What follows belongs to an exercise in optimizing a design on an open flow for small area, a short achievable clock period and few clock cycles per item; a production flow would make more cautious choices.
No functional check of the RTL was part of any run shown here.
Power and IR drop assume default switching activity.

==> flow/design.v, too long to show whole: its modules and the start of the top module <==
// module dwibus_codec: 1953 lines
// module dw_nor2: 3 lines
// module dw_nand4: 3 lines
// module dw_ao21: 3 lines
// module dw_ai21b: 3 lines
// module dw_xor2: 3 lines
module dwibus_codec (
    input  wire         clk,
    input  wire         rst,         
    input  wire         start,       
    input  wire         op,          
    input  wire [7:0]   self_addr,   
    input  wire [479:0] frame_in,
    output wire         ready,
    output reg          done,        
    output wire [7:0]   status,
    output wire [7:0]   crc,
    output wire [479:0] frame_out
);
  // ...
==> flow/flow/run.sh <==
#!/bin/bash
# Own layout flow: the standard flow, with each port buffered by the
# smallest buffer (buf_1) instead of the one buffer_ports picks by default.
set -euo pipefail
bash standard.sh "BUFFER_PORTS_ARGS=-buffer_cell sky130_fd_sc_hd__buf_1" finish > standard_flow.log 2>&1
==> flow/standard.sh <==
#!/bin/bash
# synth_recipe.tcl (not shown) runs the flow's synth.tcl, then flattens the netlist and writes it again
# the make line also repeats each setting of config.mk as NAME=value (left out here)
make -C /OpenROAD-flow-scripts/flow DESIGN_CONFIG=/design/flow/config.mk WORK_HOME=/design/flow/orfs CLKGATE_MAP_FILE= SYNTH_SCRIPT=/design/flow/synth_recipe.tcl "${@:-finish}"
==> flow/config.mk <==
export PLATFORM = sky130hd
export DESIGN_NAME = dwibus_codec
export DESIGN_NICKNAME = dwibus_codec
export VERILOG_FILES = /design/flow/design.v
export SDC_FILE = /design/flow/constraint.sdc
export NUM_CORES = 4
export LEC_CHECK = 0
export CAP_MARGIN = 20
export CORE_AREA = 10 10 290 290
export DIE_AREA = 0 0 300 300
export PLACE_DENSITY = 0.6
export SETUP_SLACK_MARGIN = 2.3
export SLEW_MARGIN = 20
export SYNTH_HIERARCHICAL = 1
export SYNTH_MINIMUM_KEEP_SIZE = 0
==> flow/constraint.sdc <==
create_clock -name core_clock -period 5.0 [get_ports {clk}]
set_input_delay 1.0000 -clock core_clock [delete_from_list [all_inputs] [get_ports {clk}]]
set_output_delay 1.0000 -clock core_clock [all_outputs]
set_load 0.01 [all_outputs]
==> out/summary.txt, run 1 <==
Rows - 102
Die Ht - 300 µm
CTS tree - built
Clk sink count - 475
Top Layer Used - met5
Tap cells - 1,040
Dpl cells - 3,517
Peak VDD IR - 0.3056 mV
# setup viols final - 0
Drt drc - 0
Biggest area consumer among synthesized cells - edfxtp_1
Max FFs per register - 440
Status - timing/DRC/antenna clean
Postcts setup bufs - 17
Clock group power - 4.18 mW
Drt first-iter violations - 854
GRT busiest layer - met2
Unrepaired setup endpoints after global routing - true
Routed vias - 15,330
Top reg by flops - img
Critical Path, Cell by Cell - buf_1, xor2_1, xor2_2, xor2_2, xor2_1, xor2_2, buf_4, xor2_1, xor2_1
Hold Path End - busy
Invs w/o clock - 2
Die X - 300 µm
Tmin final - 2.667 ns
==> run 2: changes to the inputs <==
--- a/flow/config.mk
+++ b/flow/config.mk
@@ -9,7 +9,7 @@
 export CORE_AREA = 10 10 290 290
 export DIE_AREA = 0 0 300 300
 export PLACE_DENSITY = 0.6
-export SETUP_SLACK_MARGIN = 2.3
+export SETUP_SLACK_MARGIN = 2.9
 export SLEW_MARGIN = 20
 export SYNTH_HIERARCHICAL = 1
 export SYNTH_MINIMUM_KEEP_SIZE = 0
==> run 2 against run 1 <==
Against the previous run: still clean; clock skew fell by 0.0037 ns; register-to-register slack gained 0.11 ns; sequential share of layout area is 9.1 points lower; first-iteration DRC count rose by 4.2%; cell count is 6.4% higher; synthesized cell count unchanged; combinational power is 33% higher; clock power shrank 5%; global-route usage grew 1.4 points; final area is 26% higher; routed wire length up 7.9%; non-clock buffer count grew 235; critical endpoint is now ps_q[5]; highest routed layer unchanged.
==> out/summary.txt, run 2 <==
Top reg by flops - img
Peak VDD IR - 0.3486 mV (+14%)
Clk_skew - 0.01843 ns
Synth area leaders - edfxtp_1, xor2_1, dfxtp_1
Core Area - 77,590 µm²
Unrepaired setup endpoints after global routing - true
Synth Flop Type - edfxtp_1
Pwr Density - 525.8 nW/µm²
Fill cells - 6,402
Tmin final - 2.537 ns (-0.1301 ns)
Crit path largest cell delay - 0.37 ns
Overflow left after global routing - 0
Count of different cell masters after synthesis - 30
Clk sink count - 475 (unchanged)
Critical Path Slowest Stage Cell - xor2_1
Hold Crit Start - busy
CP Class - in2reg
Layout overhead on the synthesized area - 71.10%
Worst slew pin tran - 0.7950 ns
Hold Path End - busy
Starting Density - 29.64%
Final period utilization - 50.73%
Number of CTS-inserted buffers - 53
IO Pins - 990
Avg Synthesized Cell Area - 15.07 µm²
Number of synthesized flops with an enable pin - 445
Worst setup SP type - input port
GRT Total Usage - 21.05%
First-pass DRT Iterations - 4
Skew-Pair Late Insertion Delay - 0.60 ns
Largest net degree at the start of global routing - 129
Critical Path, Cell by Cell - buf_6, xor2_4, xor2_4, buf_4, xor2_1, xor2_1, xor2_1, xor2_1, xor2_1
Hold buffer count at cts - 0
Final nets - 3,301
Max-Cap Viols - 0
Clk pin slew, worst setup/hold paths - 0.06 ns
Biggest area consumer among synthesized cells - edfxtp_1
FF-to-FF End - synz_q[1]
RR Startpoint - img[27]
Critical Path Fanout Max - 2
Area of the multi-input gates - 13,920 µm²
Die X - 300 µm (unchanged)
Synth top cells by count - xor2_1, edfxtp_1, buf_4
Vias in the first global route - 18,600
Yosys warns - 7
First-pass GRT wire length - 136,400 µm
Vias per Instance - 4.301
PortBufs - 953
FF-to-FF setup slack - 2.47 ns
Drt wl/cell - 26.13 µm
DP HPWL - 80,600 µm
Seq/Total Area, Yosys - 60.71%
Routed vias - 16,760 (+9.3%)
Antenna viol nets, final - 0
Clk buf depth - 3
CP most frequent cell - xor2_1
CTS H-Tree Depth - 2
Rows - 102 (unchanged)
Synth top area share - 58.10%
Final Hold Violating Endpoints - 0
Leakage power - 15.55 nW
Hold depth - 1
Slew Limit Fails - 0
Layout cell share with drive strength beyond 1 - 49.05%
Status - timing/DRC/antenna clean
Die Ht - 300 µm (unchanged)
Most common cell in the synthesized netlist - xor2_1
Commonest cells after routing, fill and taps aside - xor2_1, edfxtp_1, buf_1
Instance count of the mapped netlist - 1,526
WP data required - 5.50 ns
Asr flop ratio synth - 0%
Root buffer cell - clkbuf_16
Register area - 13,980 µm²
Setup TNS - 0 ns
CTS tree - built
Routed WL - 101,800 µm
Die footprint - 90,000 µm²
Worst EP arrival - 3.04 ns
Initial antenna violation count - 14
# setup viols final - 0 (unchanged)
Commonest non-fill, non-tap cell in the layout - xor2_1
Crit. End Element - register
Yosys reg bits - 475
Fmax - 0.3942 GHz
R2r worst-path depth - 10
Drt first-iter violations - 890 (+4.2%)
Worst hold margin - 0.4507 ns
GP Congestion - 0.9833
Synth Cell Area - 23,000 µm²
Max FFs per register - 440 (unchanged)
Slew headroom - 47.00%
Type of the tightest min-delay check - reg2reg
Drt drc - 0 (unchanged)
-- run 2: cell counts after synthesis --
No cell type changed its count.
-- run 2: worst max-delay path: cells and delay by family --
family                    cells  cell delay (ns)
xor gates and xnor gates      7             1.73
buffers and inverters         2             0.30
-- run 2: worst max path at each step --
stage / slack [ns] / to / from
3_5_place_dp: 1.22 / pc_q[2] / op
5_1_grt: 2.39 / crc_q[6] / img[96]
2_1_floorplan: -2.46 / chk_q / busy
6_report: 2.46 / ps_q[5] / frame_in[100]
3_3_place_gp: 1.25 / ps_q[2] / op
4_1_cts: 2.45 / status[0] / synz_q[0]
-- run 2: logic make-up (layout without fill, tap and decap cells) --
kind of cell | after synthesis | count (layout) | share of synthesized area [%]
flops | 475 | 475 | 60.71
compound gates | 12 | 12 | 0.4406
simple gates | 44 | 44 | 1.300
buf+inv | 47 | 1341 | 1.485
other cells | 2 | 38 | 0.03265
xor+xnor | 946 | 946 | 36.03
-- run 2: layout make-up --
| type | instances | area share, % |
|---|---|---|
| antenna | 2 | 0.01272 |
| clock buffer | 69 | 3.733 |
| clock inverter | 31 | 0.7917 |
| inverter | 2 | 0.02862 |
| multi-input combinational | 1038 | 35.37 |
| sequential | 475 | 35.52 |
| tap | 1040 | 3.307 |
| timing repair buffer | 1239 | 21.23 |
-- run 2: power by group --
| part | total [mW] | leakage [nW] | switching (mW) | internal (mW) |
|---|---|---|---|---|
| sequential | 5.33 | 4.82 | 0.384 | 4.95 |
| clock | 3.99 | 0.859 | 1.65 | 2.34 |
| combinational | 11.4 | 9.88 | 6.19 | 5.18 |
| total | 20.7 | 15.6 | 8.22 | 12.5 |
-- run 2: through the flow --
step           worst slack, ns  power [mW]  instances  utilization [%]  cell area [µm²]
2_1_floorplan           -2.462       11.36       1560                -            23630
3_3_place_gp             1.251       13.37       3514            36.41            28250
3_5_place_dp             1.220       13.49       3514            36.41            28250
4_1_cts                  2.450       19.80       3838            47.73            37030
5_1_grt                  2.394       21.81       3896            50.71            39350
6_report                 2.463       20.69       3896            50.71            39350
-- run 2: repair_timing --
item | CTS | global route
gates cloned | 1 | 0
pin swaps | 288 | 210
setup buffers | 223 | 56
endpoints found under the setup margin | 645 | 538
gates resized for setup | 1088 | 471
-- run 2: routing by layer --
metal  GRT usage (%)  vias to the layer above  wire, µm
li1                -                     7255         -
met1           22.31                     8524     34780
met2           40.81                      829     56980
met3           5.310                      141      7072
met4           5.096                        8      2939
met5               0                        -        50
-- run 2: Yosys stat by module, one instance, submodules excluded --
module        times used  flip-flops and latches
dw_xor2              938                       0
dw_ai21b               2                       0
dw_nor2                4                       0
dwibus_codec           1                     475
dw_ao21                2                       0
dw_nand4               1                       0
==> run 3: changes to the inputs <==
--- a/flow/config.mk
+++ b/flow/config.mk
@@ -9,7 +9,7 @@
 export CORE_AREA = 10 10 290 290
 export DIE_AREA = 0 0 300 300
 export PLACE_DENSITY = 0.6
-export SETUP_SLACK_MARGIN = 2.9
+export SETUP_SLACK_MARGIN = 2.6
 export SLEW_MARGIN = 20
 export SYNTH_HIERARCHICAL = 1
 export SYNTH_MINIMUM_KEEP_SIZE = 0
==> run 3 against run 2 <==
Against the previous run: still clean; die area unchanged; combinational power decreased by 5%; synthesized cell count is the same; sequential power down 0.8%.
==> out/summary.txt, run 3 <==
Die Ht - 300 µm (unchanged)
Worst setup SP type - register
First-pass DRT Iterations - 5 (+1)
Fmax - 0.3834 GHz (-2.7%)
Avg Synthesized Cell Area - 15.07 µm² (unchanged)
Most common cell in the synthesized netlist - xor2_1
CTS tree - built
Largest net degree at the start of global routing - 165 (+28%)
Crit. End Element - register
DP HPWL - 81,540 µm (+1.2%)
Commonest cells after routing, fill and taps aside - buf_1, xor2_1, edfxtp_1
CTS H-Tree Depth - 2 (unchanged)
Seq/Total Area, Yosys - 60.71% (unchanged)
Final period utilization - 52.16% (+1.4 points)
Final Hold Violating Endpoints - 0 (unchanged)
Critical Path Fanout Max - 4 (+2)
Synth top area share - 58.10% (unchanged)
Critical Path, Cell by Cell - xor2_4, xor2_4, buf_12, xor2_4, xor2_4, xor2_1, xor2_1, xor2_1
Crit path largest cell delay - 0.53 ns (+0.16 ns)
Synth top cells by count - xor2_1, edfxtp_1, buf_4
Setup TNS - 0 ns (unchanged)
# setup viols final - 0 (unchanged)
Root buffer cell - clkbuf_16
Starting Density - 29.64% (unchanged)
Skew-Pair Late Insertion Delay - 0.60 ns (about the same)
Number of synthesized flops with an enable pin - 445 (unchanged)
Yosys reg bits - 475 (unchanged)
Vias per Instance - 4.233 (-1.6%)
GRT Total Usage - 20.49% (-0.55 points)
Unrepaired setup endpoints after global routing - true
Crit path to - crc_q[0]
Power Total - 19.73 mW (-4.6%)
Routed WL - 98,820 µm (-2.9%)
Layout overhead on the synthesized area - 56.72%
Slew headroom - 28.85% (-18 points)
Max-Cap Viols - 0 (unchanged)
Number of CTS-inserted buffers - 51 (-3.8%)
Worst slew pin tran - 1.067 ns (+0.2723 ns)
Synth Flop Type - edfxtp_1
FF-to-FF End - crc_q[0]
Count of different cell masters after synthesis - 30 (unchanged)
Routed vias - 16,220 (-3.2%)
PortBufs - 953 (unchanged)
Overflow left after global routing - 0 (unchanged)
Leakage power - 13.38 nW (-14%)
RR Startpoint - img[356]
Yosys warns - 7 (unchanged)
First-pass GRT wire length - 132,000 µm (-3.2%)
Commonest non-fill, non-tap cell in the layout - buf_1
Tmin final - 2.608 ns (+0.07147 ns)
Max FFs per register - 440 (unchanged)
IO Pins - 990 (unchanged)
R2r worst-path depth - 8 (-2)
Pwr Density - 547.5 nW/µm² (+4.1%)
Crit path from - img[356]
Clk_skew - 0.01748 ns (-0.0009493 ns)
GP Congestion - 0.9505 (-3.3%)
Die X - 300 µm (unchanged)
Instance count of the mapped netlist - 1,526 (unchanged)
Core Area - 77,590 µm² (unchanged)
Layout cell share with drive strength beyond 1 - 30.21% (-19 points)
Drt wl/cell - 25.80 µm (-1.3%)
Slew Limit Fails - 0 (unchanged)
Final nets - 3,237 (-1.9%)
Type of the tightest min-delay check - reg2reg
Hold depth - 2 (+1)
Clk buf depth - 3 (unchanged)
Status - timing/DRC/antenna clean
Initial antenna violation count - 11 (-3)
Biggest area consumer among synthesized cells - edfxtp_1
Vias in the first global route - 17,820 (-4.2%)
WP data required - 5.48 ns (-0.02 ns)
Drt first-iter violations - 870 (-2.2%)
Clk pin slew, worst setup/hold paths - 0.06 ns (about the same)
Asr flop ratio synth - 0% (unchanged)
Synth area leaders - edfxtp_1, xor2_1, dfxtp_1
CP most frequent cell - xor2_4
Die footprint - 90,000 µm² (unchanged)
Top reg by flops - img
CP Class - reg2reg
Peak VDD IR - 0.3555 mV (+2.0%)
Drt drc - 0 (unchanged)
Worst EP arrival - 3.09 ns (+0.05 ns)
Synth Cell Area - 23,000 µm² (unchanged)
Hold Crit Start - busy
Critical Path Slowest Stage Cell - edfxtp_1
Clk sink count - 475 (unchanged)
Antenna viol nets, final - 0 (unchanged)
Rows - 102 (unchanged)
FF-to-FF setup slack - 2.39 ns (-0.08 ns)
Fill cells - 6,856 (+7.1%)
[run 3: changes by cell type in the layout (fill, tap and decap cells not counted), sizes merged]
| cell | delta |
|---|---|
| clkinvlp | -5 |
| diode | +2 |
| clkinv | +5 |
| buf | +56 |
| bufinv | -1 |
| inv | +1 |
| clkbuf | -123 |
[run 3: how the worst min path moves through the flow]
| stage | slack (ns) | to |
|---|---|---|
| global route | 0.53 | img[64] |
| floorplan | 0.42 | busy |
| global placement | 0.44 | busy |
| CTS | 0.45 | busy |
| detailed placement | 0.45 | busy |
| finish | 0.53 | busy |
[run 3: modules after synthesis, one instance, submodules excluded]
module	times used	flip-flops and latches	cells inside
dw_ao21	2	0	1
dw_ai21b	2	0	1
dw_xor2	938	0	1
dw_nand4	1	0	1
dw_nor2	4	0	1
dwibus_codec	1	475	579
[run 3: power by group]
| part | internal (mW) | leakage (nW) | switching [mW] |
|---|---|---|---|
| combinational | 4.70 | 7.78 | 6.05 |
| clock | 2.09 | 0.784 | 1.60 |
| sequential | 4.94 | 4.82 | 0.349 |
| total | 11.7 | 13.4 | 8.00 |
[run 3: cells by family after synthesis]
group | synth area share [%]
buffers and inverters | 1.485
AO/OA/AOI/OAI | 0.4406
XOR/XNOR | 36.03
AND/OR/NAND/NOR | 1.300
other | 0.03265
flip-flops | 60.71
[run 3: layer usage]
| layer | up-vias | GRT usage, % | share of wire, % | routed length, µm |
|---|---|---|---|---|
| li1 | 7157 | - | - | - |
| met1 | 8141 | 20.38 | 33 | 32720 |
| met2 | 759 | 38.66 | 54 | 53760 |
| met3 | 151 | 7.200 | 8.6 | 8537 |
| met4 | 10 | 7.454 | 3.8 | 3737 |
| met5 | - | 0 | 0.070 | 69 |
[run 3: repair_timing]
item	in CTS	in global routing
pin swaps	114	183
setup endpoints to repair	47	41
buffers inserted	152	65
hold buffers	0	0
gates resized for setup	338	385
cloned	0	0
[run 3: final cells by class]
class,instances,area (µm²),area share [%]
flip-flops and latches,475,13970,38.76
multi-input cells,1038,13120,36.39
repair buffers,1177,6046,16.77
clock buffers,64,1325,3.676
well taps,1040,1301,3.610
clock inverters,31,265.3,0.7360
inverters,2,11.26,0.03124
diodes,4,10.01,0.02777
[run 3: critical path, delay by kind of cell (launching register included)]
family | cells | cell delay [ns]
flops | 1 | 0.53
buf+inv | 1 | 0.14
xor+xnor | 7 | 1.79
[run 3: through the flow]
step	cell area, µm²	hold slack (ns)	std cells	util, %	setup slack, ns
after floorplan	23530	0.4165	1560	-	-2.462
after global placement	28150	0.4375	3515	36.28	1.215
after detailed placement	28150	0.4453	3515	36.28	1.092
after CTS	33540	0.4535	3762	43.22	2.453
after global routing	36030	0.5268	3828	46.44	2.337
final	36040	0.5287	3831	46.45	2.392

afterwards: timing with drivers on the ports:
The results above use ideal ports. As a check the final layouts listed here were re-extracted and re-timed, cells and wires unchanged. Step 1, drivers: a clkbuf_16 drives clk and a buf_2 each remaining input, both assumed. Step 2 moves the port delays by t, midway between the first and last clock arrival at a register: inputs arrive t later, outputs are due t later. That takes back most of the time a late clock gives input paths. Slacks: ideal / step 1 / step 2; pairs: ideal / step 1.
run | shift t [ns] | slack for setup (ns) | latest minus earliest clock arrival (ns) | slew at the worst register clock pin (ns)
run 1 | 0.649 | 2.333 / 2.339 / 1.691 | 0.025 / 0.025 | 0.07 / 0.07
run 2 | 0.645 | 2.463 / 2.415 / 1.839 | 0.019 / 0.019 | 0.07 / 0.07
run 3 | 0.655 | 2.392 / 2.392 / 1.922 | 0.020 / 0.020 | 0.07 / 0.07
After both steps setup and hold are still met in every run listed. The setup slack of run 1, which loses most, moves by +0.006 ns with the drivers and by -0.642 ns with both steps.
